This design comes from an exercise in tuning for small area, a short achievable clock period and few clock cycles on the open sky130 flow, not from production work. Where RTL was checked, it was by simulation tests only, not by an equivalence proof against the original. No functional check of the RTL was part of runs 1 and 2. Power is estimated from default activity; no workload was simulated.

==> design/flow/config.mk <==
export PLATFORM = sky130hd
export DESIGN_NAME = rle_export
export DESIGN_NICKNAME = rle_export
export VERILOG_FILES = /design/flow/design.v
export SDC_FILE = /design/flow/constraint.sdc
export NUM_CORES = 4
export LEC_CHECK = 0
export ABC_AREA = 1
export CAP_MARGIN = 20
export CORE_MARGIN = 2
export CORE_UTILIZATION = 40
export CTS_BUF_LIST = sky130_fd_sc_hd__clkbuf_8
export PLACE_DENSITY = 0.6
export SLEW_MARGIN = 20
==> design/flow/constraint.sdc <==
create_clock -name core_clock -period 23.0 [get_ports {clk}]
set_input_delay 4.6000 -clock core_clock [delete_from_list [all_inputs] [get_ports {clk}]]
set_output_delay 4.6000 -clock core_clock [all_outputs]
set_load 0.01 [all_outputs]
==> design/flow/design.v <==
module rle_export (
    input  wire        clk,
    input  wire        rst,         
    input  wire        start,
    input  wire [15:0] cfg_w,
    input  wire [15:0] cfg_h,
    input  wire [15:0] cfg_tilew,
    input  wire [4:0]  cfg_levels,
    input  wire        cfg_invert,
    output wire        busy,
    output wire        done,
    output reg  [7:0]  errcode,
    input  wire        pix_valid,
    output wire        pix_ready,
    input  wire [23:0] pix_rgb,
    output reg         out_valid,
    input  wire        out_ready,
    output reg  [7:0]  out_byte,
    output reg         out_last
);
    reg busy_r, done_r, pix_ready_r, in_act;
    reg idle;                    
    reg first;                   
    reg e11_r, e21_r, eany_r;
    assign busy      = busy_r;
    assign done      = done_r;
    assign pix_ready = pix_ready_r;
    always @(*) errcode = {2'b00, e21_r, e11_r, 3'b000, eany_r};
    reg bad_levels_q, bad_tile_q, empty_q;
    wire cfg_ok = !bad_levels_q && !bad_tile_q && !empty_q;
    reg [15:0] w_q, t_q;
    reg [3:0]  m_q;              
    reg        inv_q;
    reg [15:0] col, tile, row;
    wire last_col  = (col  == 16'd1);
    wire last_tile = (tile == 16'd1);
    wire last_row  = (row  == 16'd1);
    wire last_pix  = last_col && last_row;
    wire penult    = (last_row && (col == 16'd2)) ||
                     (last_col && (w_q == 16'd1) && (row == 16'd2));
    wire take = pix_valid && pix_ready_r;
    reg        skid_valid;
    wire       en = !skid_valid;
    wire [7:0] in_r = pix_rgb[23:16];
    wire [7:0] in_g = pix_rgb[15:8];
    wire [7:0] in_b = pix_rgb[7:0];
    reg        v1;
    reg [7:0]  sum1, car1;
    wire take_last = take && (v1 ? penult : last_pix);
    wire [9:0] q_sum = {2'b00, sum1} + {1'b0, car1, 1'b0};
    wire [9:0] q_int = ({1'b0, q_sum} + 11'd1) / 11'd3;
    reg [1:0]  pc2;
    reg [7:0]  int2;
    wire [11:0] q_y   = int2 * m_q + 12'd128;
    wire [12:0] q_z   = {1'b0, q_y} + {9'd0, q_y[11:8]};
    wire [3:0]  q_lvl = q_z[11:8];
    reg [1:0]  pcA;
    reg [3:0]  lvlA;
    wire       vA = pcA != 2'b00;
    function [3:0] f_nib;        
        input [7:0] lvm;
        begin
            case (lvm)
            8'h00: f_nib = 4'd0;
            8'h01: f_nib = 4'd0;
            8'h02: f_nib = 4'd0;
            8'h03: f_nib = 4'd0;
            8'h04: f_nib = 4'd0;
            8'h05: f_nib = 4'd0;
            8'h06: f_nib = 4'd0;
            8'h07: f_nib = 4'd0;
            8'h08: f_nib = 4'd0;
            8'h09: f_nib = 4'd0;
            8'h0A: f_nib = 4'd0;
            8'h0B: f_nib = 4'd0;
            8'h0C: f_nib = 4'd0;
            8'h0D: f_nib = 4'd0;
            8'h0E: f_nib = 4'd0;
            8'h0F: f_nib = 4'd0;
            8'h10: f_nib = 4'd15;
            8'h11: f_nib = 4'd15;
            8'h12: f_nib = 4'd8;
            8'h13: f_nib = 4'd5;
            8'h14: f_nib = 4'd4;
            8'h15: f_nib = 4'd3;
            8'h16: f_nib = 4'd3;
            8'h17: f_nib = 4'd2;
            8'h18: f_nib = 4'd2;
            8'h19: f_nib = 4'd2;
            8'h1A: f_nib = 4'd2;
            8'h1B: f_nib = 4'd1;
            8'h1C: f_nib = 4'd1;
            8'h1D: f_nib = 4'd1;
            8'h1E: f_nib = 4'd1;
            8'h1F: f_nib = 4'd1;
            8'h20: f_nib = 4'd15;
            8'h21: f_nib = 4'd10;
            8'h22: f_nib = 4'd15;
            8'h23: f_nib = 4'd10;
            8'h24: f_nib = 4'd8;
            8'h25: f_nib = 4'd6;
            8'h26: f_nib = 4'd5;
            8'h27: f_nib = 4'd4;
            8'h28: f_nib = 4'd4;
            8'h29: f_nib = 4'd3;
            8'h2A: f_nib = 4'd3;
            8'h2B: f_nib = 4'd3;
            8'h2C: f_nib = 4'd3;
            8'h2D: f_nib = 4'd2;
            8'h2E: f_nib = 4'd2;
            8'h2F: f_nib = 4'd2;
            8'h30: f_nib = 4'd15;
            8'h31: f_nib = 4'd15;
            8'h32: f_nib = 4'd15;
            8'h33: f_nib = 4'd15;
            8'h34: f_nib = 4'd11;
            8'h35: f_nib = 4'd9;
            8'h36: f_nib = 4'd8;
            8'h37: f_nib = 4'd6;
            8'h38: f_nib = 4'd6;
            8'h39: f_nib = 4'd5;
            8'h3A: f_nib = 4'd5;
            8'h3B: f_nib = 4'd4;
            8'h3C: f_nib = 4'd4;
            8'h3D: f_nib = 4'd3;
            8'h3E: f_nib = 4'd3;
            8'h3F: f_nib = 4'd3;
            8'h40: f_nib = 4'd15;
            8'h41: f_nib = 4'd12;
            8'h42: f_nib = 4'd10;
            8'h43: f_nib = 4'd9;
            8'h44: f_nib = 4'd15;
            8'h45: f_nib = 4'd12;
            8'h46: f_nib = 4'd10;
            8'h47: f_nib = 4'd9;
            8'h48: f_nib = 4'd8;
            8'h49: f_nib = 4'd7;
            8'h4A: f_nib = 4'd6;
            8'h4B: f_nib = 4'd5;
            8'h4C: f_nib = 4'd5;
            8'h4D: f_nib = 4'd5;
            8'h4E: f_nib = 4'd4;
            8'h4F: f_nib = 4'd4;
            8'h50: f_nib = 4'd15;
            8'h51: f_nib = 4'd15;
            8'h52: f_nib = 4'd13;
            8'h53: f_nib = 4'd11;
            8'h54: f_nib = 4'd15;
            8'h55: f_nib = 4'd15;
            8'h56: f_nib = 4'd13;
            8'h57: f_nib = 4'd11;
            8'h58: f_nib = 4'd9;
            8'h59: f_nib = 4'd8;
            8'h5A: f_nib = 4'd8;
            8'h5B: f_nib = 4'd7;
            8'h5C: f_nib = 4'd6;
            8'h5D: f_nib = 4'd6;
            8'h5E: f_nib = 4'd5;
            8'h5F: f_nib = 4'd5;
            8'h60: f_nib = 4'd15;
            8'h61: f_nib = 4'd13;
            8'h62: f_nib = 4'd15;
            8'h63: f_nib = 4'd13;
            8'h64: f_nib = 4'd15;
            8'h65: f_nib = 4'd13;
            8'h66: f_nib = 4'd15;
            8'h67: f_nib = 4'd13;
            8'h68: f_nib = 4'd11;
            8'h69: f_nib = 4'd10;
            8'h6A: f_nib = 4'd9;
            8'h6B: f_nib = 4'd8;
            8'h6C: f_nib = 4'd8;
            8'h6D: f_nib = 4'd7;
            8'h6E: f_nib = 4'd6;
            8'h6F: f_nib = 4'd6;
            8'h70: f_nib = 4'd15;
            8'h71: f_nib = 4'd15;
            8'h72: f_nib = 4'd15;
            8'h73: f_nib = 4'd15;
            8'h74: f_nib = 4'd15;
            8'h75: f_nib = 4'd15;
            8'h76: f_nib = 4'd15;
            8'h77: f_nib = 4'd15;
            8'h78: f_nib = 4'd13;
            8'h79: f_nib = 4'd12;
            8'h7A: f_nib = 4'd11;
            8'h7B: f_nib = 4'd10;
            8'h7C: f_nib = 4'd9;
            8'h7D: f_nib = 4'd8;
            8'h7E: f_nib = 4'd8;
            8'h7F: f_nib = 4'd7;
            8'h80: f_nib = 4'd15;
            8'h81: f_nib = 4'd13;
            8'h82: f_nib = 4'd12;
            8'h83: f_nib = 4'd11;
            8'h84: f_nib = 4'd10;
            8'h85: f_nib = 4'd9;
            8'h86: f_nib = 4'd9;
            8'h87: f_nib = 4'd8;
            8'h88: f_nib = 4'd15;
            8'h89: f_nib = 4'd13;
            8'h8A: f_nib = 4'd12;
            8'h8B: f_nib = 4'd11;
            8'h8C: f_nib = 4'd10;
            8'h8D: f_nib = 4'd9;
            8'h8E: f_nib = 4'd9;
            8'h8F: f_nib = 4'd8;
            8'h90: f_nib = 4'd15;
            8'h91: f_nib = 4'd15;
            8'h92: f_nib = 4'd14;
            8'h93: f_nib = 4'd12;
            8'h94: f_nib = 4'd11;
            8'h95: f_nib = 4'd10;
            8'h96: f_nib = 4'd10;
            8'h97: f_nib = 4'd9;
            8'h98: f_nib = 4'd15;
            8'h99: f_nib = 4'd15;
            8'h9A: f_nib = 4'd14;
            8'h9B: f_nib = 4'd12;
            8'h9C: f_nib = 4'd11;
            8'h9D: f_nib = 4'd10;
            8'h9E: f_nib = 4'd10;
            8'h9F: f_nib = 4'd9;
            8'hA0: f_nib = 4'd15;
            8'hA1: f_nib = 4'd14;
            8'hA2: f_nib = 4'd15;
            8'hA3: f_nib = 4'd14;
            8'hA4: f_nib = 4'd13;
            8'hA5: f_nib = 4'd12;
            8'hA6: f_nib = 4'd11;
            8'hA7: f_nib = 4'd10;
            8'hA8: f_nib = 4'd15;
            8'hA9: f_nib = 4'd14;
            8'hAA: f_nib = 4'd15;
            8'hAB: f_nib = 4'd14;
            8'hAC: f_nib = 4'd13;
            8'hAD: f_nib = 4'd12;
            8'hAE: f_nib = 4'd11;
            8'hAF: f_nib = 4'd10;
            8'hB0: f_nib = 4'd15;
            8'hB1: f_nib = 4'd15;
            8'hB2: f_nib = 4'd15;
            8'hB3: f_nib = 4'd15;
            8'hB4: f_nib = 4'd14;
            8'hB5: f_nib = 4'd13;
            8'hB6: f_nib = 4'd12;
            8'hB7: f_nib = 4'd11;
            8'hB8: f_nib = 4'd15;
            8'hB9: f_nib = 4'd15;
            8'hBA: f_nib = 4'd15;
            8'hBB: f_nib = 4'd15;
            8'hBC: f_nib = 4'd14;
            8'hBD: f_nib = 4'd13;
            8'hBE: f_nib = 4'd12;
            8'hBF: f_nib = 4'd11;
            8'hC0: f_nib = 4'd15;
            8'hC1: f_nib = 4'd14;
            8'hC2: f_nib = 4'd13;
            8'hC3: f_nib = 4'd12;
            8'hC4: f_nib = 4'd15;
            8'hC5: f_nib = 4'd14;
            8'hC6: f_nib = 4'd13;
            8'hC7: f_nib = 4'd12;
            8'hC8: f_nib = 4'd15;
            8'hC9: f_nib = 4'd14;
            8'hCA: f_nib = 4'd13;
            8'hCB: f_nib = 4'd12;
            8'hCC: f_nib = 4'd15;
            8'hCD: f_nib = 4'd14;
            8'hCE: f_nib = 4'd13;
            8'hCF: f_nib = 4'd12;
            8'hD0: f_nib = 4'd15;
            8'hD1: f_nib = 4'd15;
            8'hD2: f_nib = 4'd14;
            8'hD3: f_nib = 4'd13;
            8'hD4: f_nib = 4'd15;
            8'hD5: f_nib = 4'd15;
            8'hD6: f_nib = 4'd14;
            8'hD7: f_nib = 4'd13;
            8'hD8: f_nib = 4'd15;
            8'hD9: f_nib = 4'd15;
            8'hDA: f_nib = 4'd14;
            8'hDB: f_nib = 4'd13;
            8'hDC: f_nib = 4'd15;
            8'hDD: f_nib = 4'd15;
            8'hDE: f_nib = 4'd14;
            8'hDF: f_nib = 4'd13;
            8'hE0: f_nib = 4'd15;
            8'hE1: f_nib = 4'd14;
            8'hE2: f_nib = 4'd15;
            8'hE3: f_nib = 4'd14;
            8'hE4: f_nib = 4'd15;
            8'hE5: f_nib = 4'd14;
            8'hE6: f_nib = 4'd15;
            8'hE7: f_nib = 4'd14;
            8'hE8: f_nib = 4'd15;
            8'hE9: f_nib = 4'd14;
            8'hEA: f_nib = 4'd15;
            8'hEB: f_nib = 4'd14;
            8'hEC: f_nib = 4'd15;
            8'hED: f_nib = 4'd14;
            8'hEE: f_nib = 4'd15;
            8'hEF: f_nib = 4'd14;
            8'hF0: f_nib = 4'd15;
            8'hF1: f_nib = 4'd15;
            8'hF2: f_nib = 4'd15;
            8'hF3: f_nib = 4'd15;
            8'hF4: f_nib = 4'd15;
            8'hF5: f_nib = 4'd15;
            8'hF6: f_nib = 4'd15;
            8'hF7: f_nib = 4'd15;
            8'hF8: f_nib = 4'd15;
            8'hF9: f_nib = 4'd15;
            8'hFA: f_nib = 4'd15;
            8'hFB: f_nib = 4'd15;
            8'hFC: f_nib = 4'd15;
            8'hFD: f_nib = 4'd15;
            8'hFE: f_nib = 4'd15;
            8'hFF: f_nib = 4'd15;
            endcase
        end
    endfunction
    reg [1:0]  pcB;
    reg [3:0]  lvlB;
    reg [3:0]  cnt;              
    wire       vB   = pcB != 2'b00;
    wire       eocB = pcB[1];
    wire       eofB = pcB == 2'b11;
    wire b_proc = vB && (eocB || vA);
    wire b_ends = eocB || (cnt == 4'd15) || (lvlA != lvlB);
    wire b_load = !vB || eocB || vA;
    wire emit   = en && b_proc && b_ends;
    wire [7:0] byteB = {cnt, f_nib({lvlB, m_q})};
    reg [7:0] skid_byte;
    reg       skid_last;
    reg  out_empty;              
    wire out_free = out_empty || out_ready;
    wire last_out = !out_empty && out_ready && out_last;
    wire busy_n   = idle ? start : first ? cfg_ok : !last_out;
    wire out_valid_n = out_free ? (skid_valid || emit) : 1'b1;
    always @(posedge clk) begin
        if (idle) begin
            w_q   <= cfg_w;
            t_q   <= cfg_tilew;
            m_q   <= cfg_levels[3:0] - 4'd1;
            inv_q <= cfg_invert;
        end
        bad_levels_q <= (cfg_levels < 5'd2) || (cfg_levels > 5'd16);
        bad_tile_q   <= (cfg_tilew == 16'd0);
        empty_q      <= (cfg_w == 16'd0) || (cfg_h == 16'd0);
        e11_r  <= first && bad_levels_q;
        e21_r  <= first && !bad_levels_q && bad_tile_q;
        eany_r <= first && (bad_levels_q || bad_tile_q);
        if (idle) begin
            col  <= cfg_w;
            tile <= cfg_tilew;
            row  <= cfg_h;
        end else if (en && v1) begin
            col  <= last_col ? w_q : col - 16'd1;
            tile <= (last_col || last_tile) ? t_q : tile - 16'd1;
            if (last_col)
                row <= row - 16'd1;
        end
        if (en) begin
            sum1 <= in_r ^ in_g ^ in_b;
            car1 <= (in_r & in_g) | (in_r & in_b) | (in_g & in_b);
            int2 <= q_int[7:0] ^ {8{inv_q}};
            lvlA <= q_lvl;
            if (b_load)
                lvlB <= lvlA;
        end
        if (!skid_valid) begin
            skid_byte <= byteB;
            skid_last <= eofB;
        end
        out_byte <= (out_byte & {8{!out_free}}) |
                    ((skid_valid ? skid_byte : byteB) & {8{out_free}});
        out_last <= (out_last & !out_free) |
                    ((skid_valid ? skid_last : eofB) & out_free);
        if (rst) begin
            busy_r      <= 1'b0;
            idle        <= 1'b1;
            first       <= 1'b0;
            done_r      <= 1'b0;
            in_act      <= 1'b0;
            pix_ready_r <= 1'b0;
            v1          <= 1'b0;
            pc2         <= 2'b00;
            pcA         <= 2'b00;
            pcB         <= 2'b00;
            cnt         <= 4'd0;
            out_valid   <= 1'b0;
            out_empty   <= 1'b1;
            skid_valid  <= 1'b0;
        end else begin
            busy_r <= busy_n;
            idle   <= !busy_n;
            first <= idle && start;
            if (idle) begin
                done_r      <= 1'b0;
                in_act      <= 1'b0;
                pix_ready_r <= 1'b0;
            end else if (first) begin
                done_r      <= !cfg_ok;
                in_act      <= cfg_ok;
                pix_ready_r <= cfg_ok;
            end else begin
                done_r <= last_out;
                if (take_last)
                    in_act <= 1'b0;
                pix_ready_r <= in_act && !take_last &&
                               !(!out_free && (skid_valid || emit));
            end
            if (en) begin
                v1  <= take;
                pc2 <= !v1 ? 2'b00 : last_pix ? 2'b11 :
                       (last_col || last_tile) ? 2'b10 : 2'b01;
                pcA <= pc2;
                if (b_load)
                    pcB <= pcA;
                if (b_proc)
                    cnt <= b_ends ? 4'd0 : cnt + 4'd1;
            end
            out_valid <= out_valid_n;
            out_empty <= !out_valid_n;
            if (out_free)
                skid_valid <= 1'b0;
            else if (emit)
                skid_valid <= 1'b1;
        end
    end
endmodule
==> design/flow/flow/run.sh <==
#!/bin/bash
# The standard layout, with the port buffers made of buf_2 cells instead
# of the slow default buffer that buffer_ports picks, and timing repair
# aiming for more setup slack than the clock period needs.
set -euo pipefail
export BUFFER_PORTS_ARGS="-buffer_cell sky130_fd_sc_hd__buf_2"
export SETUP_SLACK_MARGIN=17.35
bash standard.sh > standard.log 2>&1
==> design/flow/standard.sh <==
#!/bin/bash
# synth_recipe.tcl (not shown) runs the flow's synth.tcl, then flattens the netlist and writes it again
# the make line also repeats each setting of config.mk as NAME=value (left out here)
make -C /OpenROAD-flow-scripts/flow DESIGN_CONFIG=/design/flow/config.mk WORK_HOME=/design/flow/orfs CLKGATE_MAP_FILE= SYNTH_SCRIPT=/design/flow/synth_recipe.tcl "${@:-finish}"
==> qor.txt, run 1 <==
RUN STATUS
----------------------------------------------------------------------------------
Result of the run ...................................................  no timing/DRC/antenna violations

CRITICAL PATH
----------------------------------------------------------------------------------
Highest net fanout along the worst path .............................            2
Critical Setup Path Class ...........................................   reg -> out
Endpoint arrival time on the critical path ..........................      1.04 ns
Crit path buf inv count .............................................            1
Dominant delay contributor by cell family on the critical path ......   flip-flops
CP Data Required Time ...............................................     18.40 ns
Kind of end point of the critical path .............................. primary output
Worst stage delay on the critical path ..............................      0.43 ns
Launching element type of the critical path .........................         flop
List of cells traversed by the critical path ........................        buf_2
Slowest library cell on the worst path .............................. sky130_fd_sc_hd__edfxtp_1

POWER AND IR DROP
----------------------------------------------------------------------------------
Maximum vdd ir drop .................................................      45.8 µV
Leakage .............................................................   0.00503 µW
Cell Pwr Density ....................................................   104 nW/µm²

PLACEMENT
----------------------------------------------------------------------------------
Routability congestion estimate from global placement ...............        0.807
Number of instances in the placed design ............................        1,535
Dpl hpwl ............................................................    15,700 µm
Port Buffers ........................................................           98

DRT
----------------------------------------------------------------------------------
Routed Wire Length ..................................................    21,300 µm
1st-pass router iterations ..........................................            7
Number of vias per cell .............................................         4.95
Met2 Wirelength .....................................................    10,200 µm
Via count of the routed design ......................................        7,792
Wire length per cell ................................................      13.5 µm
Post-route ant nets .................................................            0
Violation count after the first detailed-routing iteration ..........          483
Met3 routed wirelength ..............................................       976 µm
Routed length on met1 ...............................................      9880 µm
DR top layer ........................................................         met4
DRC violation count after routing ...................................            0

STA
----------------------------------------------------------------------------------
Final hold violation count ..........................................            0
Unrepaired setup endpoints after global routing .....................         true
Relative slew margins ...............................................        27.8%
Final Slew Violations ...............................................            0
Least-Margin Pin Slew ...............................................      1.08 ns
Maximum clock skew at final layout ..................................    0.0310 ns
Peak clock frequency supported by timing ............................      177 MHz
Part of the cycle the worst path needs ..............................        24.5%
Time the final worst path needs with I/O delays and setup ...........      5.64 ns
Setup TNS ...........................................................         0 ns
Final Setup Violations ..............................................            0

CLOCKING
----------------------------------------------------------------------------------
Clock buffer depth ..................................................            2
Clock latency of the later-clocked register in the worst-skew pair ..      0.47 ns
Sinks on the clock net ..............................................          161
H-tree lvl count ....................................................            4
Clock buffers created by TritonCTS ..................................           17
Clock tree root buffer cell ......................................... sky130_fd_sc_hd__clkbuf_8
CTS tree ............................................................          yes
Clock transition at the registers of the reported paths .............      0.10 ns

FLOORPLAN
----------------------------------------------------------------------------------
Starting utilization of the core area ...............................        40.8%
Number of rows created at floorplan .................................           57
I/O pin total .......................................................          104
Horiz. Die Dim ......................................................       162 µm
Floorplan die height ................................................       162 µm
Floorplan Core Area .................................................   24,300 µm²
Die footprint .......................................................   26,100 µm²

FLOW RUN
----------------------------------------------------------------------------------
Max cap viols .......................................................            0

LAYOUT
----------------------------------------------------------------------------------
Fill cells ..........................................................        2,375
Finished Layout Cells ...............................................        1,574
Total area of multi-input combinational cells .......................     4730 µm²
Signed area change from the synthesized netlist to the final layout .        12.8%
Number of nets at the end of the flow ...............................        1,393
Sequential cell area ................................................     4490 µm²
Layout cell share with drive strength beyond 1 ......................        14.6%

SYNTHESIS
----------------------------------------------------------------------------------
Asr flop ratio synth ................................................           0%
YS warnings .........................................................            1
Sequential area share after synthesis ...............................        45.2%
Largest cells by area after synthesis ............................... sky130_fd_sc_hd__edfxtp_1, sky130_fd_sc_hd__nand2_1, sky130_fd_sc_hd__dfxtp_1
Share of Yosys cell area claimed by the top area cell type ..........        38.1%
Cells after synthesis ...............................................        1,143
Primary FF master, synth ............................................ sky130_fd_sc_hd__edfxtp_1
Post-synthesis average cell area ....................................     8.69 µm²
Cell type with the largest total area after synthesis ............... sky130_fd_sc_hd__edfxtp_1
Syn Std Cell Area ...................................................     9930 µm²
Number of enable flip-flop cells after synthesis ....................          126
Number of storage elements in the synthesis netlist .................          161
Count of distinct cell types in the synthesized netlist .............           52

GLOBAL ROUTING
----------------------------------------------------------------------------------
Antenna violations before repair ....................................            2
Via count of the first global-routing pass ..........................        7,435
First-pass GRT wire length ..........................................    35,400 µm
Largest net degree at the start of global routing ...................          108
Overall routing resource usage ......................................        16.9%
Total congestion overflow after global routing ......................            0

MIN PATH
----------------------------------------------------------------------------------
Min-delay worst type ................................................   reg -> reg

-- worst paths after layout --
kind               to  slack (ns)  cells past startpoint   start
min reg2reg    pc2[1]        0.46                      2  pc2[1]
max reg2reg   lvlA[3]       17.63                     28  m_q[3]
min            pc2[1]        0.46                      2  pc2[1]
max          out_last       17.36                      1    flop
-- Yosys cell counts (2+ instances only) --
library cell / n
sky130_fd_sc_hd__buf_4: 8
sky130_fd_sc_hd__fa_1: 22
sky130_fd_sc_hd__nand3_1: 50
sky130_fd_sc_hd__o21bai_1: 2
sky130_fd_sc_hd__nand2_1: 245
sky130_fd_sc_hd__dfxtp_1: 35
sky130_fd_sc_hd__o21ai_2: 6
sky130_fd_sc_hd__o21ai_0: 116
sky130_fd_sc_hd__buf_1: 2
sky130_fd_sc_hd__nand3_2: 6
sky130_fd_sc_hd__or2_2: 7
sky130_fd_sc_hd__o221ai_1: 2
sky130_fd_sc_hd__a21oi_2: 2
sky130_fd_sc_hd__edfxtp_1: 126
sky130_fd_sc_hd__inv_2: 4
sky130_fd_sc_hd__nor4_1: 22
sky130_fd_sc_hd__inv_1: 137
sky130_fd_sc_hd__a21oi_1: 42
sky130_fd_sc_hd__xor2_1: 28
sky130_fd_sc_hd__ha_1: 53
sky130_fd_sc_hd__o211ai_1: 5
sky130_fd_sc_hd__nor2_1: 99
sky130_fd_sc_hd__nand2_2: 8
sky130_fd_sc_hd__o21bai_2: 2
sky130_fd_sc_hd__o22ai_1: 4
sky130_fd_sc_hd__o32ai_1: 3
sky130_fd_sc_hd__clkinv_1: 3
sky130_fd_sc_hd__xnor2_1: 19
sky130_fd_sc_hd__a31oi_1: 8
sky130_fd_sc_hd__nor3_1: 11
sky130_fd_sc_hd__and2_1: 2
sky130_fd_sc_hd__o21a_1: 2
sky130_fd_sc_hd__nand3b_1: 3
sky130_fd_sc_hd__nand4_1: 10
sky130_fd_sc_hd__clkbuf_1: 31
sky130_fd_sc_hd__o311ai_0: 2
-- sequential cells by signal (all words and copies together), names as in the netlist, 2 cells and up, named ones only --
name,flops
sum1,8
m_q,4
int2,8
pc2,2
pcB,2
pcA,2
t_q,16
col,16
cnt,4
tile,16
lvlB,4
row,16
skid_byte,8
w_q,16
car1,8
lvlA,4
-- what timing repair did --
| action | CTS | global route |
|---|---|---|
| resized for setup | 0 | 2 |
| buffers inserted | 1 | 4 |
| hold buffers | 0 | 0 |
| endpoints found under the setup margin | 3 | 8 |
-- kinds of logic (layout without fill, tap and decap cells) --
kind of cell,Yosys count,in the layout,share of synthesized area [%]
and+or+nand+nor,469,469,20.5
AOI/OAI and AO/OA,204,204,11.6
buffers and inverters,185,286,7.30
DFF,161,161,45.2
adders and majority gates,75,75,11.1
xor gates and xnor gates,48,48,4.31
other,1,7,0.0378
-- report_power, final --
group          total, µW  internal [µW]  switching (µW)  leakage, µW
registers            414            376            38.0      0.00160
clock network        221           94.8             126     0.000220
logic                529            211             318      0.00321
-- cell type report --
| cell class | instances | area share [%] |
|---|---|---|
| multi-input combinational | 801 | 42.3 |
| sequential | 161 | 40.1 |
| timing repair buffer | 110 | 5.25 |
| inverter | 144 | 4.82 |
| tap | 324 | 3.62 |
| clock buffer | 17 | 2.09 |
| clock inverter | 15 | 1.85 |
| antenna | 2 | 0.0447 |
-- metrics by stage --
| step | utilization (%) | total power (µW) | setup slack (ns) | cell area, µm² | hold WS [ns] |
|---|---|---|---|---|---|
| CTS | 45.9 | 1180 | 17.30 | 11200 | 0.459 |
| detailed placement | 44.0 | 950 | 17.48 | 10700 | 0.441 |
| global route | 46.0 | 1280 | 17.29 | 11200 | 0.497 |
| finish | 46.1 | 1160 | 17.36 | 11200 | 0.456 |
| global placement | 44.0 | 936 | 17.45 | 10700 | 0.437 |
| floorplan | - | 840 | 17.46 | 9940 | 0.418 |
-- layout by cell type, fill, tap and decap left out, types with 10 or more instances in the layout --
master                     netlist  layout
sky130_fd_sc_hd__clkbuf_8        0      17
sky130_fd_sc_hd__nand2_1       245     245
sky130_fd_sc_hd__buf_4           8      10
sky130_fd_sc_hd__nor3_1         11      11
sky130_fd_sc_hd__buf_2           0      98
sky130_fd_sc_hd__nor4_1         22      22
sky130_fd_sc_hd__ha_1           53      53
sky130_fd_sc_hd__dfxtp_1        35      34
sky130_fd_sc_hd__a21oi_1        42      42
sky130_fd_sc_hd__xor2_1         28      28
sky130_fd_sc_hd__xnor2_1        19      19
sky130_fd_sc_hd__nor2_1         99      99
sky130_fd_sc_hd__inv_1         137     137
sky130_fd_sc_hd__nand3_1        50      50
sky130_fd_sc_hd__edfxtp_1      126     126
sky130_fd_sc_hd__o21ai_0       116     115
sky130_fd_sc_hd__nand4_1        10      10
sky130_fd_sc_hd__fa_1           22      22
-- per-layer routing --
layer / vias to the layer above / GRT usage, %
met2: 164 / 28.3
met5: - / 0
met4: 0 / 3.90
met1: 3593 / 22.0
li1: 4021 / -
met3: 14 / 4.26
==> inputs of run 2 (changes only) <==
--- a/design/flow/flow/run.sh
+++ b/design/flow/flow/run.sh
@@ -5,4 +5,4 @@
 set -euo pipefail
 export BUFFER_PORTS_ARGS="-buffer_cell sky130_fd_sc_hd__buf_2"
-export SETUP_SLACK_MARGIN=17.35
+export SETUP_SLACK_MARGIN=17.5
 bash standard.sh > standard.log 2>&1
==> qor.txt, run 2 <==
POWER AND IR DROP
----------------------------------------------------------------------------------
Sequential group share of total power ...............................        35.3%   -0.3 points
Power share of the combinational group ..............................        45.7%   +0.3 points
Switching Fraction ..................................................        41.7%   +0.31 points
Leakage .............................................................   0.00505 µW   +0.46%
Relative contribution of the clock network to total power ...........        19.0%   about the same
Cell Pwr Density ....................................................   105 nW/µm²   +0.66%
Maximum vdd ir drop .................................................      49.9 µV   +8.9%
Switching component of the power ....................................       492 µW   +2.1%
Internal Dissipation ................................................       688 µW   +0.79%

CLOCKING
----------------------------------------------------------------------------------
Clock transition at the registers of the reported paths .............      0.10 ns   about the same
Sinks on the clock net ..............................................          161   unchanged
Clock latency of the later-clocked register in the worst-skew pair ..      0.47 ns   about the same
Clock buffer depth ..................................................            2   unchanged
Clock tree root buffer cell ......................................... sky130_fd_sc_hd__clkbuf_8
CTS tree ............................................................          yes
Number of buffers added to fix hold violations after cts ............            0   unchanged
Clock buffers created by TritonCTS ..................................           17   unchanged
H-tree lvl count ....................................................            4   unchanged

PLACEMENT
----------------------------------------------------------------------------------
Routability congestion estimate from global placement ...............        0.813   +0.79%
Dpl hpwl ............................................................    15,700 µm   -0.23%
Port Buffers ........................................................           98   unchanged

STA
----------------------------------------------------------------------------------
Time the final worst path needs with I/O delays and setup ...........      5.67 ns   +0.0294 ns
Final hold violation count ..........................................            0   unchanged
Final Slew Violations ...............................................            0   unchanged
Setup TNS ...........................................................         0 ns   unchanged
Maximum clock skew at final layout ..................................    0.0208 ns   -0.0101 ns
Final Setup Violations ..............................................            0   unchanged
Unrepaired setup endpoints after global routing .....................         true
Part of the cycle the worst path needs ..............................        24.7%   +0.13 points
Peak clock frequency supported by timing ............................      176 MHz   -0.52%
Least-Margin Pin Slew ...............................................     0.966 ns   -0.116 ns
Worst hold slack ....................................................     0.462 ns   +0.00564 ns
Relative slew margins ...............................................        35.4%   +7.6 points

SYNTHESIS
----------------------------------------------------------------------------------
Cells after synthesis ...............................................        1,143   unchanged
Most common cell in the synthesized netlist ......................... sky130_fd_sc_hd__nand2_1
Share of Yosys cell area claimed by the top area cell type ..........        38.1%   unchanged
Largest cells by area after synthesis ............................... sky130_fd_sc_hd__edfxtp_1, sky130_fd_sc_hd__nand2_1, sky130_fd_sc_hd__dfxtp_1
Top cells by instance count after synthesis ......................... sky130_fd_sc_hd__nand2_1, sky130_fd_sc_hd__inv_1, sky130_fd_sc_hd__edfxtp_1, sky130_fd_sc_hd__o21ai_0, sky130_fd_sc_hd__nor2_1
Number of enable flip-flop cells after synthesis ....................          126   unchanged
Asr flop ratio synth ................................................           0%   unchanged
Syn Std Cell Area ...................................................     9930 µm²   unchanged
Cell type with the largest total area after synthesis ............... sky130_fd_sc_hd__edfxtp_1
Count of distinct cell types in the synthesized netlist .............           52   unchanged
YS warnings .........................................................            1   unchanged
Sequential area share after synthesis ...............................        45.2%   unchanged
Number of storage elements in the synthesis netlist .................          161   unchanged
Primary FF master, synth ............................................ sky130_fd_sc_hd__edfxtp_1
Post-synthesis average cell area ....................................     8.69 µm²   unchanged

CRITICAL PATH
----------------------------------------------------------------------------------
Dominant delay contributor by cell family on the critical path ......   flip-flops
FF-to-FF End ........................................................      lvlA[3]
Highest net fanout along the worst path .............................            2   unchanged
Worst stage delay on the critical path ..............................      0.45 ns   +0.02 ns
Kind of end point of the critical path .............................. primary output
Reg-to-reg critical path startpoint .................................       m_q[3]
Register-to-Register Path Depth .....................................           27   -3.6%
Crit path buf inv count .............................................            1   unchanged
Critical Setup Path Class ...........................................   reg -> out
Launching element type of the critical path .........................         flop
R2r setup slk .......................................................     17.74 ns   +0.11 ns
Endpoint arrival time on the critical path ..........................      1.07 ns   +0.03 ns
Slowest library cell on the worst path .............................. sky130_fd_sc_hd__edfxtp_1
List of cells traversed by the critical path ........................        buf_2
CP Data Required Time ...............................................     18.40 ns   about the same

FLOORPLAN
----------------------------------------------------------------------------------
Number of rows created at floorplan .................................           57   unchanged
Horiz. Die Dim ......................................................       162 µm   unchanged
Floorplan die height ................................................       162 µm   unchanged
I/O pin total .......................................................          104   unchanged
Die footprint .......................................................   26,100 µm²   unchanged
Floorplan Core Area .................................................   24,300 µm²   unchanged
Starting utilization of the core area ...............................        40.8%   unchanged

LAYOUT
----------------------------------------------------------------------------------
Layout cell share with drive strength beyond 1 ......................        15.6%   +1.0 points
Most common library cell in the layout ignoring fill and taps ....... sky130_fd_sc_hd__nand2_1
Fill cells ..........................................................        2,390   +0.63%
Most used cells in the layout excluding fill and tap cells .......... sky130_fd_sc_hd__nand2_1, sky130_fd_sc_hd__inv_1, sky130_fd_sc_hd__edfxtp_1
Number of nets at the end of the flow ...............................        1,394   +0.072%
Signed area change from the synthesized netlist to the final layout .        13.6%

GLOBAL ROUTING
----------------------------------------------------------------------------------
Overall routing resource usage ......................................        17.0%   +0.084 points
Via count of the first global-routing pass ..........................        7,622   +2.5%
Total congestion overflow after global routing ......................            0   unchanged
First-pass GRT wire length ..........................................    36,100 µm   +1.8%
Antenna violations before repair ....................................            2   unchanged
Largest net degree at the start of global routing ...................           59   -45%

MIN PATH
----------------------------------------------------------------------------------
Count of cells along the worst hold path ............................            2   unchanged
Hold-critical path endpoint .........................................       pc2[1]
Worst Hold Launch ...................................................       pc2[1]
Min-delay worst type ................................................   reg -> reg

RUN STATUS
----------------------------------------------------------------------------------
Result of the run ...................................................  no timing/DRC/antenna violations

DRT
----------------------------------------------------------------------------------
Violation count after the first detailed-routing iteration ..........          355   -27%
DRC violation count after routing ...................................            0   unchanged
Wire length per cell ................................................      13.3 µm   -1.8%
Post-route ant nets .................................................            0   unchanged
Number of vias per cell .............................................         4.92   -0.56%
Routed Wire Length ..................................................    20,900 µm   -1.7%
1st-pass router iterations ..........................................            4   -3
Via count of the routed design ......................................        7,753   -0.50%

FLOW RUN
----------------------------------------------------------------------------------
Max cap viols .......................................................            0   unchanged

-- run 2: cell counts after synthesis --
No cell type changed its count.
-- run 2: area by class of cell --
type | count | area, µm² | area share (%)
Multi-Input combinational cell | 801 | 4760 | 42.2
Sequential cell | 161 | 4500 | 39.9
Timing Repair Buffer | 111 | 629 | 5.58
Inverter | 144 | 541 | 4.79
Tap cell | 324 | 405 | 3.59
Clock buffer | 17 | 234 | 2.07
Clock inverter | 15 | 205 | 1.82
Antenna cell | 2 | 5.00 | 0.0444
-- run 2: how the worst max path moves through the flow --
stage / endpoint / from / depth (start not counted)
4_1_cts: out_last / flop / 1
3_5_place_dp: lvlA[3] / m_q[3] / 27
6_report: out_last / flop / 1
5_1_grt: out_last / flop / 1
2_1_floorplan: lvlA[3] / m_q[3] / 30
3_3_place_gp: lvlA[3] / m_q[3] / 27
-- run 2: cells by family after synthesis --
family	Yosys count	share of synthesized area [%]
xor gates and xnor gates	48	4.31
and+or+nand+nor	469	20.5
DFF	161	45.2
buffers and inverters	185	7.30
adders and majority gates	75	11.1
other	1	0.0378
AOI/OAI and AO/OA	204	11.6
-- run 2: metal layers --
layer	GRT usage, %	wire length, µm
met2	28.3	9920
met1	22.4	9690
met3	3.54	979
met5	0	0
met4	4.71	320
-- run 2: metrics by stage --
| stage | total power [µW] | utilization, % | std cells | area, µm² | worst slack [ns] |
|---|---|---|---|---|---|
| CTS | 1180 | 46.0 | 1567 | 11200 | 17.27 |
| detailed placement | 954 | 44.0 | 1533 | 10700 | 17.23 |
| global route | 1300 | 46.3 | 1573 | 11300 | 17.27 |
| global placement | 938 | 44.0 | 1533 | 10700 | 17.36 |
| floorplan | 840 | - | 1147 | 9940 | 17.54 |
| finish | 1180 | 46.4 | 1575 | 11300 | 17.33 |
-- run 2: power groups by stage --
stage          combinational (µW)  clock [µW]  sequential [µW]
2_1_floorplan                 434           0              406
3_3_place_gp                  514           0              423
3_5_place_dp                  530           0              424
4_1_cts                       533         231              417
5_1_grt                       630         242              424
6_report                      540         224              417
-- run 2: what timing repair did --
item	4_1_cts	5_1_grt
endpoints found under the setup margin	19	20
setup buffers	2	6
resized for setup	11	13
pin swaps	0	2
cloned	0	0
==> inputs of run 3 (changes only) <==
--- a/design/flow/design.v
+++ b/design/flow/design.v
@@ -352,14 +352,12 @@
         e21_r  <= first && !bad_levels_q && bad_tile_q;
         eany_r <= first && (bad_levels_q || bad_tile_q);
-        if (idle) begin
-            col  <= cfg_w;
-            tile <= cfg_tilew;
-            row  <= cfg_h;
-        end else if (en && v1) begin
-            col  <= last_col ? w_q : col - 16'd1;
-            tile <= (last_col || last_tile) ? t_q : tile - 16'd1;
-            if (last_col)
-                row <= row - 16'd1;
+        if (first || (en && v1)) begin
+            col  <= (first || last_col) ? w_q : col - 16'd1;
+            tile <= (first || last_col || last_tile) ? t_q : tile - 16'd1;
         end
+        if (idle)
+            row <= cfg_h;
+        else if (en && v1 && last_col)
+            row <= row - 16'd1;
         if (en) begin
             sum1 <= in_r ^ in_g ^ in_b;
@@ -374,8 +372,8 @@
             skid_last <= eofB;
         end
-        out_byte <= (out_byte & {8{!out_free}}) |
-                    ((skid_valid ? skid_byte : byteB) & {8{out_free}});
-        out_last <= (out_last & !out_free) |
-                    ((skid_valid ? skid_last : eofB) & out_free);
+        if (out_free) begin
+            out_byte <= skid_valid ? skid_byte : byteB;
+            out_last <= skid_valid ? skid_last : eofB;
+        end
         if (rst) begin
             busy_r      <= 1'b0;
--- a/design/flow/flow/run.sh
+++ b/design/flow/flow/run.sh
@@ -5,4 +5,4 @@
 set -euo pipefail
 export BUFFER_PORTS_ARGS="-buffer_cell sky130_fd_sc_hd__buf_2"
-export SETUP_SLACK_MARGIN=17.5
+export SETUP_SLACK_MARGIN=17.35
 bash standard.sh > standard.log 2>&1
==> qor.txt, run 3 <==
RUN STATUS
----------------------------------------------------------------------------------
Result of the run ...................................................  no timing/DRC/antenna violations

LAYOUT
----------------------------------------------------------------------------------
Final Instance Area .................................................   11,000 µm²   -2.9%
Most used cells in the layout excluding fill and tap cells .......... sky130_fd_sc_hd__nand2_1, sky130_fd_sc_hd__inv_1, sky130_fd_sc_hd__edfxtp_1
Most common library cell in the layout ignoring fill and taps ....... sky130_fd_sc_hd__nand2_1
Layout cell share with drive strength beyond 1 ......................        15.8%   +0.17 points
Number of nets at the end of the flow ...............................        1,336   -4.2%
Signed area change from the synthesized netlist to the final layout .        13.0%

PLACEMENT
----------------------------------------------------------------------------------
Post-Place Cell Area ................................................   10,500 µm²   -1.9%
Place WS ............................................................     17.53 ns   +0.294 ns
Port Buffers ........................................................           98   unchanged
Routability congestion estimate from global placement ...............        0.834   +2.6%
Dpl hpwl ............................................................    14,900 µm   -4.6%

GLOBAL ROUTING
----------------------------------------------------------------------------------
Largest net degree at the start of global routing ...................           62   +5.1%
First-pass GRT wire length ..........................................    33,900 µm   -6.1%
Overall routing resource usage ......................................        16.3%   -0.66 points
Via count of the first global-routing pass ..........................        6,988   -8.3%
Antenna violations before repair ....................................            1   -1
Total congestion overflow after global routing ......................            0   unchanged

SYNTHESIS
----------------------------------------------------------------------------------
Primary FF master, synth ............................................ sky130_fd_sc_hd__edfxtp_1
Post-synthesis average cell area ....................................     8.98 µm²   +3.4%
Cell type with the largest total area after synthesis ............... sky130_fd_sc_hd__edfxtp_1
Number of storage elements in the synthesis netlist .................          161   unchanged
Syn Std Cell Area ...................................................     9700 µm²   -2.3%
Asr flop ratio synth ................................................           0%   unchanged
Share of Yosys cell area claimed by the top area cell type ..........        39.0%   +0.91 points
Sequential area share after synthesis ...............................        46.3%   +1.1 points
Top cells by instance count after synthesis ......................... sky130_fd_sc_hd__nand2_1, sky130_fd_sc_hd__inv_1, sky130_fd_sc_hd__edfxtp_1, sky130_fd_sc_hd__nor2_1, sky130_fd_sc_hd__o21ai_0
Cells after synthesis ...............................................        1,080   -5.5%
Number of enable flip-flop cells after synthesis ....................          126   unchanged
Count of distinct cell types in the synthesized netlist .............           53   +1.9%
Most common cell in the synthesized netlist ......................... sky130_fd_sc_hd__nand2_1
YS warnings .........................................................            1   unchanged
Largest cells by area after synthesis ............................... sky130_fd_sc_hd__edfxtp_1, sky130_fd_sc_hd__nand2_1, sky130_fd_sc_hd__dfxtp_1

DRT
----------------------------------------------------------------------------------
DRC violation count after routing ...................................            0   unchanged
Via count of the routed design ......................................        7,319   -5.6%
Routed Wire Length ..................................................    20,000 µm   -4.6%
Wire length per cell ................................................      13.2 µm   -0.55%
Violation count after the first detailed-routing iteration ..........          415   +17%
1st-pass router iterations ..........................................            5   +1
Number of vias per cell .............................................         4.84   -1.6%
Post-route ant nets .................................................            0   unchanged

CLOCKING
----------------------------------------------------------------------------------
CTS tree ............................................................          yes
Clock buffers created by TritonCTS ..................................           17   unchanged
Clock latency of the later-clocked register in the worst-skew pair ..      0.47 ns   about the same
H-tree lvl count ....................................................            4   unchanged
Clock tree root buffer cell ......................................... sky130_fd_sc_hd__clkbuf_8
Sinks on the clock net ..............................................          161   unchanged
Clock transition at the registers of the reported paths .............      0.10 ns   about the same
Clock buffer depth ..................................................            2   unchanged
Number of buffers added to fix hold violations after cts ............            0   unchanged

CRITICAL PATH
----------------------------------------------------------------------------------
WP depth ............................................................            1   unchanged
Slowest library cell on the worst path .............................. sky130_fd_sc_hd__edfxtp_1
Reg-to-reg critical path startpoint .................................       m_q[2]
Crit path buf inv count .............................................            1   unchanged
CP Data Required Time ...............................................     18.40 ns   about the same
Critical Path Sink ..................................................     out_last
FF-to-FF End ........................................................      lvlA[3]
Register-to-Register Path Depth .....................................           27   unchanged
R2r setup slk .......................................................     17.73 ns   about the same
Critical Setup Path Class ...........................................   reg -> out
List of cells traversed by the critical path ........................        buf_2
Launching instance or port of the critical path .....................     out_last
Kind of end point of the critical path .............................. primary output
Launching element type of the critical path .........................         flop
Dominant delay contributor by cell family on the critical path ......   flip-flops
Endpoint arrival time on the critical path ..........................      1.11 ns   +0.04 ns
Worst stage delay on the critical path ..............................      0.47 ns   +0.02 ns
Highest net fanout along the worst path .............................            2   unchanged

STA
----------------------------------------------------------------------------------
Unrepaired setup endpoints after global routing .....................         true
Part of the cycle the worst path needs ..............................        24.8%   +0.18 points
Relative slew margins ...............................................        40.9%   +5.4 points
Least-Margin Pin Slew ...............................................     0.884 ns   -0.0825 ns
Final Slew Violations ...............................................            0   unchanged
Final hold violation count ..........................................            0   unchanged
Time the final worst path needs with I/O delays and setup ...........      5.71 ns   +0.0421 ns
Final Setup Violations ..............................................            0   unchanged
Setup TNS ...........................................................         0 ns   unchanged
Peak clock frequency supported by timing ............................      175 MHz   -0.74%
Maximum clock skew at final layout ..................................    0.0182 ns   -0.00261 ns
Post-layout worst setup margin ......................................     17.29 ns   -0.0421 ns

FLOORPLAN
----------------------------------------------------------------------------------
Number of rows created at floorplan .................................           56   -1.8%
I/O pin total .......................................................          104   unchanged
Die footprint .......................................................   25,500 µm²   -2.3%
Horiz. Die Dim ......................................................       160 µm   -1.1%
Floorplan Core Area .................................................   23,600 µm²   -2.9%
Floorplan die height ................................................       160 µm   -1.1%
Starting utilization of the core area ...............................        41.1%   +0.24 points

FLOW RUN
----------------------------------------------------------------------------------
Max cap viols .......................................................            0   unchanged

POWER AND IR DROP
----------------------------------------------------------------------------------
Internal Dissipation ................................................       659 µW   -4.1%
Relative contribution of the clock network to total power ...........        18.7%   -0.3 points
Leakage .............................................................   0.00488 µW   -3.4%
Maximum vdd ir drop .................................................      54.5 µV   +9.3%
Post-layout power ...................................................      1130 µW   -4.6%
Cell Pwr Density ....................................................   103 nW/µm²   -1.7%
Power share of the combinational group ..............................        45.2%   -0.5 points
Sequential group share of total power ...............................        36.1%   +0.8 points
Switching component of the power ....................................       467 µW   -5.1%
Switching Fraction ..................................................        41.5%   -0.26 points

MIN PATH
----------------------------------------------------------------------------------
Min-delay worst type ................................................   reg -> reg

## run 3: changes by cell type after synthesis, sizes merged, moves of 4 or more
cell and delta:
a21oi -10, clkbuf -10, nand3 -12, nand4 +4, nor2 +4, o21ai -46
## run 3: worst min-delay path by stage
stage	start	endpoint	slack, ns	cells after the start
final	pc2[1]	pc2[1]	0.46	2
after global routing	pc2[1]	pc2[1]	0.50	2
after CTS	pc2[1]	pc2[1]	0.46	2
after detailed placement	skid_byte[7]	skid_byte[7]	0.44	2
after global placement	skid_byte[7]	skid_byte[7]	0.43	2
after floorplan	skid_byte[7]	skid_byte[7]	0.42	2
## run 3: per-layer routing
layer	vias to the layer above	wire length, µm	global-route usage [%]
met2	170	8890	25.3
met1	3339	9850	23.2
met5	-	0	0
li1	3797	-	-
met3	13	1010	3.90
met4	0	196	3.60
## run 3: power groups by stage
stage	sequential (µW)	clock [µW]	combinational (µW)
finish	407	211	509
global route	413	230	597
CTS	407	218	513
detailed placement	413	0	507
global placement	413	0	503
floorplan	398	0	411
## run 3: cells by family after synthesis
group	after synthesis	share of synthesized area (%)
AND/OR/NAND/NOR	458	21.0
AO/OA/AOI/OAI	158	9.61
flip-flops	161	46.3
buffers and inverters	177	7.20
adder cells (fa/ha/maj)	75	11.4
XOR/XNOR	50	4.52
other	1	0.0387
## run 3: layout make-up
| class | instances | area (µm²) |
|---|---|---|
| tap | 319 | 399 |
| clock buffer | 17 | 234 |
| fill | 2325 | 12700 |
| timing repair buffer | 106 | 567 |
| multi-input combinational | 746 | 4530 |
| sequential | 161 | 4490 |
| inverter | 146 | 548 |
| antenna | 1 | 2.50 |
| clock inverter | 15 | 186 |
## run 3: through the flow
stage	hold slack [ns]	util, %	instances
6_report	0.458	46.4	1511
5_1_grt	0.496	46.4	1510
4_1_cts	0.462	46.2	1507
3_5_place_dp	0.438	44.4	1475
3_3_place_gp	0.432	44.4	1475
2_1_floorplan	0.418	-	1084
## run 3: repair_timing
action,CTS,global route
pin swaps,0,0
setup endpoints to repair,9,11
gates resized for setup,0,3
buffers inserted,0,3
Testbench counts of run 3, summed over its fixed seeds: cycles 64,768.
==> inputs of run 4 (changes only) <==
--- a/design/flow/design.v
+++ b/design/flow/design.v
@@ -52,5 +52,9 @@
     reg [1:0]  pc2;
     reg [7:0]  int2;
-    wire [11:0] q_y   = int2 * m_q + 12'd128;
+    wire [11:0] q_p0  = m_q[0] ? {4'd0, int2}       : 12'd0;
+    wire [11:0] q_p1  = m_q[1] ? {3'd0, int2, 1'b0} : 12'd0;
+    wire [11:0] q_p2  = m_q[2] ? {2'd0, int2, 2'b0} : 12'd0;
+    wire [11:0] q_p3  = m_q[3] ? {1'd0, int2, 3'b0} : 12'd0;
+    wire [11:0] q_y   = q_p0 + q_p1 + q_p2 + q_p3 + 12'd128;
     wire [12:0] q_z   = {1'b0, q_y} + {9'd0, q_y[11:8]};
     wire [3:0]  q_lvl = q_z[11:8];
==> qor.txt, run 4 <==
RUN STATUS
----------------------------------------------------------------------------------
Result of the run ...................................................  no timing/DRC/antenna violations

CLOCKING
----------------------------------------------------------------------------------
Clock buffers created by TritonCTS ..................................           17   unchanged
Number of buffers added to fix hold violations after cts ............            0   unchanged
H-tree lvl count ....................................................            4   unchanged
Clock latency of the later-clocked register in the worst-skew pair ..      0.46 ns   about the same
CTS tree ............................................................          yes
Sinks on the clock net ..............................................          161   unchanged
Number of buffers inserted to repair setup after CTS ................            0   unchanged
Count of cells resized by post-cts repair ...........................            0   unchanged
Clock buffer depth ..................................................            2   unchanged
Clock tree root buffer cell ......................................... sky130_fd_sc_hd__clkbuf_8
Clock transition at the registers of the reported paths .............      0.10 ns   about the same

FLOORPLAN
----------------------------------------------------------------------------------
Die footprint .......................................................   25,100 µm²   -1.6%
I/O pin total .......................................................          104   unchanged
Floorplan die height ................................................       158 µm   -0.80%
Horiz. Die Dim ......................................................       158 µm   -0.80%
Floorplan Core Area .................................................   23,500 µm²   -0.59%
Number of rows created at floorplan .................................           56   unchanged
Starting utilization of the core area ...............................        40.6%   -0.43 points

SYNTHESIS
----------------------------------------------------------------------------------
Asr flop ratio synth ................................................           0%   unchanged
Primary FF master, synth ............................................ sky130_fd_sc_hd__edfxtp_1
Post-synthesis average cell area ....................................     8.95 µm²   -0.35%
Cells after synthesis ...............................................        1,066   -1.3%
Cell type with the largest total area after synthesis ............... sky130_fd_sc_hd__edfxtp_1
YS warnings .........................................................            1   unchanged
Number of enable flip-flop cells after synthesis ....................          126   unchanged
Most common cell in the synthesized netlist ......................... sky130_fd_sc_hd__nand2_1
Syn Std Cell Area ...................................................     9540 µm²   -1.6%
Top cells by instance count after synthesis ......................... sky130_fd_sc_hd__nand2_1, sky130_fd_sc_hd__inv_1, sky130_fd_sc_hd__edfxtp_1, sky130_fd_sc_hd__nor2_1, sky130_fd_sc_hd__o21ai_0
Largest cells by area after synthesis ............................... sky130_fd_sc_hd__edfxtp_1, sky130_fd_sc_hd__nand2_1, sky130_fd_sc_hd__dfxtp_1
Count of distinct cell types in the synthesized netlist .............           48   -9.4%
Share of Yosys cell area claimed by the top area cell type ..........        39.7%   +0.65 points
Number of storage elements in the synthesis netlist .................          161   unchanged
Sequential area share after synthesis ...............................        47.0%   +0.77 points

DRT
----------------------------------------------------------------------------------
1st-pass router iterations ..........................................            5   unchanged
Number of vias per cell .............................................         4.82   -0.46%
Post-route ant nets .................................................            0   unchanged
DRC violation count after routing ...................................            0   unchanged
Violation count after the first detailed-routing iteration ..........          455   +9.6%
Wire length per cell ................................................      12.7 µm   -4.1%
Via count of the routed design ......................................        7,189   -1.8%
Routed Wire Length ..................................................    18,900 µm   -5.4%

STA
----------------------------------------------------------------------------------
Unrepaired setup endpoints after global routing .....................        false
Worst hold slack ....................................................     0.457 ns   -0.00147 ns
Final hold violation count ..........................................            0   unchanged
Relative slew margins ...............................................        46.2%   +5.3 points
Setup TNS ...........................................................         0 ns   unchanged
Peak clock frequency supported by timing ............................      179 MHz   +2.2%
Final Slew Violations ...............................................            0   unchanged
Time the final worst path needs with I/O delays and setup ...........      5.59 ns   -0.124 ns
Maximum clock skew at final layout ..................................    0.0232 ns   +0.00497 ns
Part of the cycle the worst path needs ..............................        24.3%   -0.54 points
Least-Margin Pin Slew ...............................................     0.807 ns   -0.0766 ns
Final Setup Violations ..............................................            0   unchanged

PLACEMENT
----------------------------------------------------------------------------------
Port Buffers ........................................................           98   unchanged
Dpl hpwl ............................................................    14,100 µm   -5.4%
Routability congestion estimate from global placement ...............        0.863   +3.5%

GLOBAL ROUTING
----------------------------------------------------------------------------------
Largest net degree at the start of global routing ...................           63   +1.6%
Total congestion overflow after global routing ......................            0   unchanged
Antenna violations before repair ....................................            0   -1
Via count of the first global-routing pass ..........................        6,686   -4.3%
First-pass GRT wire length ..........................................    31,900 µm   -5.9%
Overall routing resource usage ......................................        15.9%   -0.37 points

POWER AND IR DROP
----------------------------------------------------------------------------------
Maximum vdd ir drop .................................................      57.6 µV   +5.6%
Switching Fraction ..................................................        39.5%   -2.0 points
Internal Dissipation ................................................       680 µW   +3.2%
Leakage .............................................................   0.00478 µW   -2.1%
Sequential group share of total power ...............................        36.1%   about the same
Relative contribution of the clock network to total power ...........        20.4%   +1.7 points
Cell Pwr Density ....................................................   104 nW/µm²   +1.6%
Power share of the combinational group ..............................        43.5%   -1.7 points
Switching component of the power ....................................       444 µW   -5.0%

FLOW RUN
----------------------------------------------------------------------------------
Max cap viols .......................................................            0   unchanged

LAYOUT
----------------------------------------------------------------------------------
Signed area change from the synthesized netlist to the final layout .        12.8%
Number of nets at the end of the flow ...............................        1,315   -1.6%
Layout cell share with drive strength beyond 1 ......................        14.0%   -1.8 points
Most common library cell in the layout ignoring fill and taps ....... sky130_fd_sc_hd__nand2_1
Most used cells in the layout excluding fill and tap cells .......... sky130_fd_sc_hd__nand2_1, sky130_fd_sc_hd__inv_1, sky130_fd_sc_hd__edfxtp_1
Antenna cell count ..................................................            0   -1

CRITICAL PATH
----------------------------------------------------------------------------------
Crit path buf inv count .............................................            1   unchanged
Worst stage delay on the critical path ..............................      0.39 ns   -0.08 ns
Critical Setup Path Class ...........................................   reg -> out
Kind of end point of the critical path .............................. primary output
Endpoint arrival time on the critical path ..........................      0.99 ns   -0.12 ns
CP Data Required Time ...............................................     18.40 ns   about the same
Highest net fanout along the worst path .............................            2   unchanged
Dominant delay contributor by cell family on the critical path ......   flip-flops
Slowest library cell on the worst path .............................. sky130_fd_sc_hd__edfxtp_1
List of cells traversed by the critical path ........................        buf_2
Launching element type of the critical path .........................         flop

MIN PATH
----------------------------------------------------------------------------------
Min-delay worst type ................................................   reg -> reg

-- run 4: cells by family after synthesis --
group	share of synthesized area, %
compound gates	9.74
xor+xnor	4.59
fa+ha+maj	11.4
buf+inv	7.06
flops	47.0
other cells	0.0393
simple gates	20.2
-- run 4: power groups by stage --
stage	combinational [µW]	sequential (µW)	clock, µW
2_1_floorplan	406	398	0
3_3_place_gp	481	412	0
3_5_place_dp	492	413	0
4_1_cts	496	406	236
5_1_grt	576	412	247
6_report	489	406	229
-- run 4: path summary, 6_finish.rpt --
kind | slack (ns) | from | to | cells past startpoint
worst min register to register | 0.46 | skid_byte[6] | skid_byte[6] | 2
worst min-delay path | 0.46 | skid_byte[6] | skid_byte[6] | 2
worst max register to register | 17.86 | m_q[1] | lvlA[3] | 25
worst max-delay path | 17.41 | out_last | out_last | 1
-- run 4: final cells by class --
cell class                 count  area (µm²)
clock buffer                  17         234
clock inverter                15         200
fill                        2298       12700
inverter                     138         518
multi-input combinational    738        4390
sequential                   161        4490
tap                          319         399
timing repair buffer         103         528
-- run 4: per-stage QoR --
step	setup WS [ns]	util, %	instance area, µm²	power, µW	cells
3_5_place_dp	17.51	44.0	10300	904	1458
5_1_grt	17.35	45.8	10800	1240	1491
3_3_place_gp	17.52	44.0	10300	893	1458
4_1_cts	17.38	45.8	10800	1140	1490
2_1_floorplan	17.69	-	9550	804	1070
6_report	17.41	45.8	10800	1120	1491
-- run 4: per-layer routing --
layer,global-route usage (%),routed length (µm)
met3,2.48,552
met1,22.5,9390
met4,4.76,285
met5,0,0
met2,25.3,8650
Testbench counts of run 4, summed over its fixed seeds: cycles 64,768.
==> inputs of run 5 (changes only) <==
==> design/flow/flow/run.sh (replaced) <==
#!/bin/bash
# The standard layout, with the port buffers made of buf_1 cells instead
# of the slow default buffer that buffer_ports picks, and timing repair
# aiming for more setup slack than the clock period needs.
set -euo pipefail
export BUFFER_PORTS_ARGS="-buffer_cell sky130_fd_sc_hd__buf_1"
export SETUP_SLACK_MARGIN=17.35
bash standard.sh > standard.log 2>&1
==> qor.txt, run 5 <==
FLOW RUN
----------------------------------------------------------------------------------
Max cap viols .......................................................            0   unchanged

SYNTHESIS
----------------------------------------------------------------------------------
Primary FF master, synth ............................................ sky130_fd_sc_hd__edfxtp_1
Sequential area share after synthesis ...............................        47.0%   unchanged
Post-synthesis average cell area ....................................     8.95 µm²   unchanged
Count of distinct cell types in the synthesized netlist .............           48   unchanged
Most common cell in the synthesized netlist ......................... sky130_fd_sc_hd__nand2_1
Multiplexer area fraction after synthesis ...........................           0%   unchanged
Syn Std Cell Area ...................................................     9540 µm²   unchanged
Main combinational cell family by area after synthesis .............. simple AND/OR/NAND/NOR gates
Largest cells by area after synthesis ............................... sky130_fd_sc_hd__edfxtp_1, sky130_fd_sc_hd__nand2_1, sky130_fd_sc_hd__dfxtp_1
Adder-cell area share of the yosys netlist ..........................        11.4%   unchanged
Asr flop ratio synth ................................................           0%   unchanged
YS warnings .........................................................            1   unchanged
Number of enable flip-flop cells after synthesis ....................          126   unchanged
Synth Area in XOR/XNOR ..............................................        4.59%   unchanged
Cell type with the largest total area after synthesis ............... sky130_fd_sc_hd__edfxtp_1
Simple-gate share of the synthesized area ...........................        20.2%   unchanged
Share of Yosys cell area claimed by the top area cell type ..........        39.7%   unchanged
Compound-gate portion of the synthesized area .......................        9.73%   unchanged
Top cells by instance count after synthesis ......................... sky130_fd_sc_hd__nand2_1, sky130_fd_sc_hd__inv_1, sky130_fd_sc_hd__edfxtp_1, sky130_fd_sc_hd__nor2_1, sky130_fd_sc_hd__o21ai_0
Cells after synthesis ...............................................        1,066   unchanged
Number of storage elements in the synthesis netlist .................          161   unchanged

FLOORPLAN
----------------------------------------------------------------------------------
Floorplan Core Area .................................................   23,500 µm²   unchanged
Horiz. Die Dim ......................................................       158 µm   unchanged
Die footprint .......................................................   25,100 µm²   unchanged
I/O pin total .......................................................          104   unchanged
Floorplan die height ................................................       158 µm   unchanged
Starting utilization of the core area ...............................        40.6%   unchanged
Number of rows created at floorplan .................................           56   unchanged

CLOCKING
----------------------------------------------------------------------------------
Clock transition at the registers of the reported paths .............      0.10 ns   about the same
H-tree lvl count ....................................................            4   unchanged
Number of buffers added to fix hold violations after cts ............            0   unchanged
Clock buffer depth ..................................................            2   unchanged
CTS tree ............................................................          yes
Sinks on the clock net ..............................................          161   unchanged
Clock latency of the later-clocked register in the worst-skew pair ..      0.47 ns   about the same
Clock buffers created by TritonCTS ..................................           17   unchanged
Clock tree root buffer cell ......................................... sky130_fd_sc_hd__clkbuf_8

CRITICAL PATH
----------------------------------------------------------------------------------
Endpoint arrival time on the critical path ..........................      0.99 ns   about the same
Critical Setup Path Class ...........................................   reg -> out
Slowest library cell on the worst path .............................. sky130_fd_sc_hd__edfxtp_1
CP Data Required Time ...............................................     18.40 ns   about the same
Kind of end point of the critical path .............................. primary output
Highest net fanout along the worst path .............................            2   unchanged
Dominant delay contributor by cell family on the critical path ......   flip-flops
List of cells traversed by the critical path ........................     clkbuf_2
Launching element type of the critical path .........................         flop
Worst stage delay on the critical path ..............................      0.39 ns   about the same
Crit path buf inv count .............................................            1   unchanged

STA
----------------------------------------------------------------------------------
Setup TNS ...........................................................         0 ns   unchanged
Time the final worst path needs with I/O delays and setup ...........      5.59 ns   -0.00170 ns
Final hold violation count ..........................................            0   unchanged
Unrepaired setup endpoints after global routing .....................         true
Maximum clock skew at final layout ..................................    0.0171 ns   -0.00604 ns
Worst hold slack ....................................................     0.459 ns   +0.00204 ns
Least-Margin Pin Slew ...............................................     0.809 ns   +0.00165 ns
Peak clock frequency supported by timing ............................      179 MHz   about the same
Final Setup Violations ..............................................            0   unchanged
Part of the cycle the worst path needs ..............................        24.3%   about the same
Relative slew margins ...............................................        46.1%   -0.11 points
Final Slew Violations ...............................................            0   unchanged

PLACEMENT
----------------------------------------------------------------------------------
Dpl hpwl ............................................................    14,100 µm   about the same
Port Buffers ........................................................           98   unchanged
Routability congestion estimate from global placement ...............        0.859   -0.42%

GLOBAL ROUTING
----------------------------------------------------------------------------------
Antenna violations before repair ....................................            0   unchanged
Overall routing resource usage ......................................        16.0%   +0.026 points
First-pass GRT wire length ..........................................    31,800 µm   -0.30%
Via count of the first global-routing pass ..........................        6,787   +1.5%
Largest net degree at the start of global routing ...................           63   unchanged
Total congestion overflow after global routing ......................            0   unchanged

LAYOUT
----------------------------------------------------------------------------------
Most used cells in the layout excluding fill and tap cells .......... sky130_fd_sc_hd__nand2_1, sky130_fd_sc_hd__inv_1, sky130_fd_sc_hd__edfxtp_1
Number of nets at the end of the flow ...............................        1,315   unchanged
Antenna cell count ..................................................            0   unchanged
Signed area change from the synthesized netlist to the final layout .        11.5%
Most common library cell in the layout ignoring fill and taps ....... sky130_fd_sc_hd__nand2_1
Layout cell share with drive strength beyond 1 ......................        6.23%   -7.8 points
Final cell utilization of the core ..................................        45.3%   -0.53 points

DRT
----------------------------------------------------------------------------------
Violation count after the first detailed-routing iteration ..........          391   -14%
Post-route ant nets .................................................            0   unchanged
Routed Wire Length ..................................................    19,000 µm   +0.60%
Number of vias per cell .............................................         4.87   +1.0%
Wire length per cell ................................................      12.7 µm   +0.60%
1st-pass router iterations ..........................................            4   -1
Via count of the routed design ......................................        7,262   +1.0%
DRC violation count after routing ...................................            0   unchanged

POWER AND IR DROP
----------------------------------------------------------------------------------
Post-layout power ...................................................      1120 µW   -0.43%
Cell Pwr Density ....................................................   105 nW/µm²   +0.73%
Leakage .............................................................   0.00450 µW   -5.8%
Maximum vdd ir drop .................................................      49.2 µV   -15%

RUN STATUS
----------------------------------------------------------------------------------
Result of the run ...................................................  no timing/DRC/antenna violations

MIN PATH
----------------------------------------------------------------------------------
Min-delay worst type ................................................   reg -> reg

==> run 5: cell counts after synthesis <==
No cell type changed its count.
==> run 5: cell type report <==
cell class	count	area, µm²
Multi-Input combinational cell	738	4390
Sequential cell	161	4490
Fill cell	2322	12800
Tap cell	319	399
Clock buffer	17	234
Clock inverter	15	191
Timing Repair Buffer	103	412
Inverter	138	518
==> run 5: power by group <==
group / leakage, µW / switching [µW] / total [µW] / internal, µW
sequential: 0.00157 / 35.4 / 406 / 370
clock: 0.000215 / 123 / 225 / 102
combinational: 0.00272 / 292 / 488 / 195
==> run 5: logic make-up (layout without fill, tap and decap cells) <==
logic type	after synthesis	in the layout
xor gates and xnor gates	50	50
buffers and inverters	171	273
and+or+nand+nor	452	452
other	1	5
AOI/OAI and AO/OA	158	158
adders and majority gates	73	73
DFF	161	161
==> run 5: metrics by stage <==
stage	setup slack (ns)	std cells	area [µm²]
floorplan	17.69	1070	9550
global placement	17.52	1458	10200
detailed placement	17.47	1458	10200
CTS	17.36	1490	10600
global route	17.34	1491	10600
finish	17.41	1491	10600
==> run 5: path summary, 6_finish.rpt <==
kind / start / endpoint / slack [ns] / cells past startpoint
max reg2reg: m_q[0] / lvlA[3] / 17.85 / 25
min reg2reg: pc2[1] / pc2[1] / 0.46 / 2
max: out_last / out_last / 17.41 / 1
min: pc2[1] / pc2[1] / 0.46 / 2
==> run 5: worst reg2reg max path: stages, from the launching register on <==
cell	delay [ns]
sky130_fd_sc_hd__edfxtp_1	0.70
sky130_fd_sc_hd__nand2_1	0.16
sky130_fd_sc_hd__fa_1	0.56
sky130_fd_sc_hd__inv_1	0.05
sky130_fd_sc_hd__fa_1	0.47
sky130_fd_sc_hd__ha_1	0.30
sky130_fd_sc_hd__ha_1	0.22
sky130_fd_sc_hd__inv_1	0.07
sky130_fd_sc_hd__fa_1	0.20
sky130_fd_sc_hd__nor2_1	0.05
sky130_fd_sc_hd__o21ai_0	0.16
sky130_fd_sc_hd__nand2_1	0.08
sky130_fd_sc_hd__nand2_1	0.08
sky130_fd_sc_hd__nand2_1	0.06
sky130_fd_sc_hd__a21oi_1	0.15
sky130_fd_sc_hd__xor2_1	0.29
sky130_fd_sc_hd__inv_1	0.09
sky130_fd_sc_hd__ha_1	0.30
sky130_fd_sc_hd__nand2_1	0.05
sky130_fd_sc_hd__o21ai_0	0.17
sky130_fd_sc_hd__a21o_1	0.15
sky130_fd_sc_hd__nand2_1	0.05
sky130_fd_sc_hd__nor2_1	0.19
sky130_fd_sc_hd__nand2_1	0.11
sky130_fd_sc_hd__nor2_1	0.13
sky130_fd_sc_hd__xor2_1	0.08
==> run 5: per-layer routing <==
metal	track usage [%]	vias to the layer above	wire [µm]
met5	0	-	0
met4	5.75	0	263
met3	2.42	22	655
met2	25.6	142	8760
met1	22.0	3364	9320
li1	-	3734	-
==> run 5: repair_timing <==
item,4_1_cts,5_1_grt
endpoints found under the hold margin,0,0
setup endpoints to repair,2,6
pin swaps,0,0
cloned,0,0
gates resized for setup,2,4
buffers inserted,0,1

[re-timing with driven ports]
Ports are ideal in the flow. The routed layouts listed here were re-timed in OpenROAD.
Step 1, drivers: a clkbuf_16 drives clk and a buf_2 each remaining input, both assumed.
Step 2 moves the port delays by t, midway between the first and last clock arrival at a register: inputs arrive t later, outputs are due t later. That takes back most of the time a late clock gives input paths.
Three values: ideal, step 1, step 2; two values: the first two.
run	t, ns	slack for setup (ns)	worst setup path at the end	pins driven straight from the clock port
run 1	0.493	17.357 / 17.320 / 17.481	input to register	1
run 2	0.496	17.328 / 17.287 / 17.470	input to register	1
run 3	0.500	17.285 / 17.243 / 17.506	input to register	1
run 4	0.486	17.409 / 17.370 / 17.492	input to register	1
run 5	0.496	17.411 / 17.373 / 17.429	input to register	1
After both steps setup and hold are still met in every run listed.
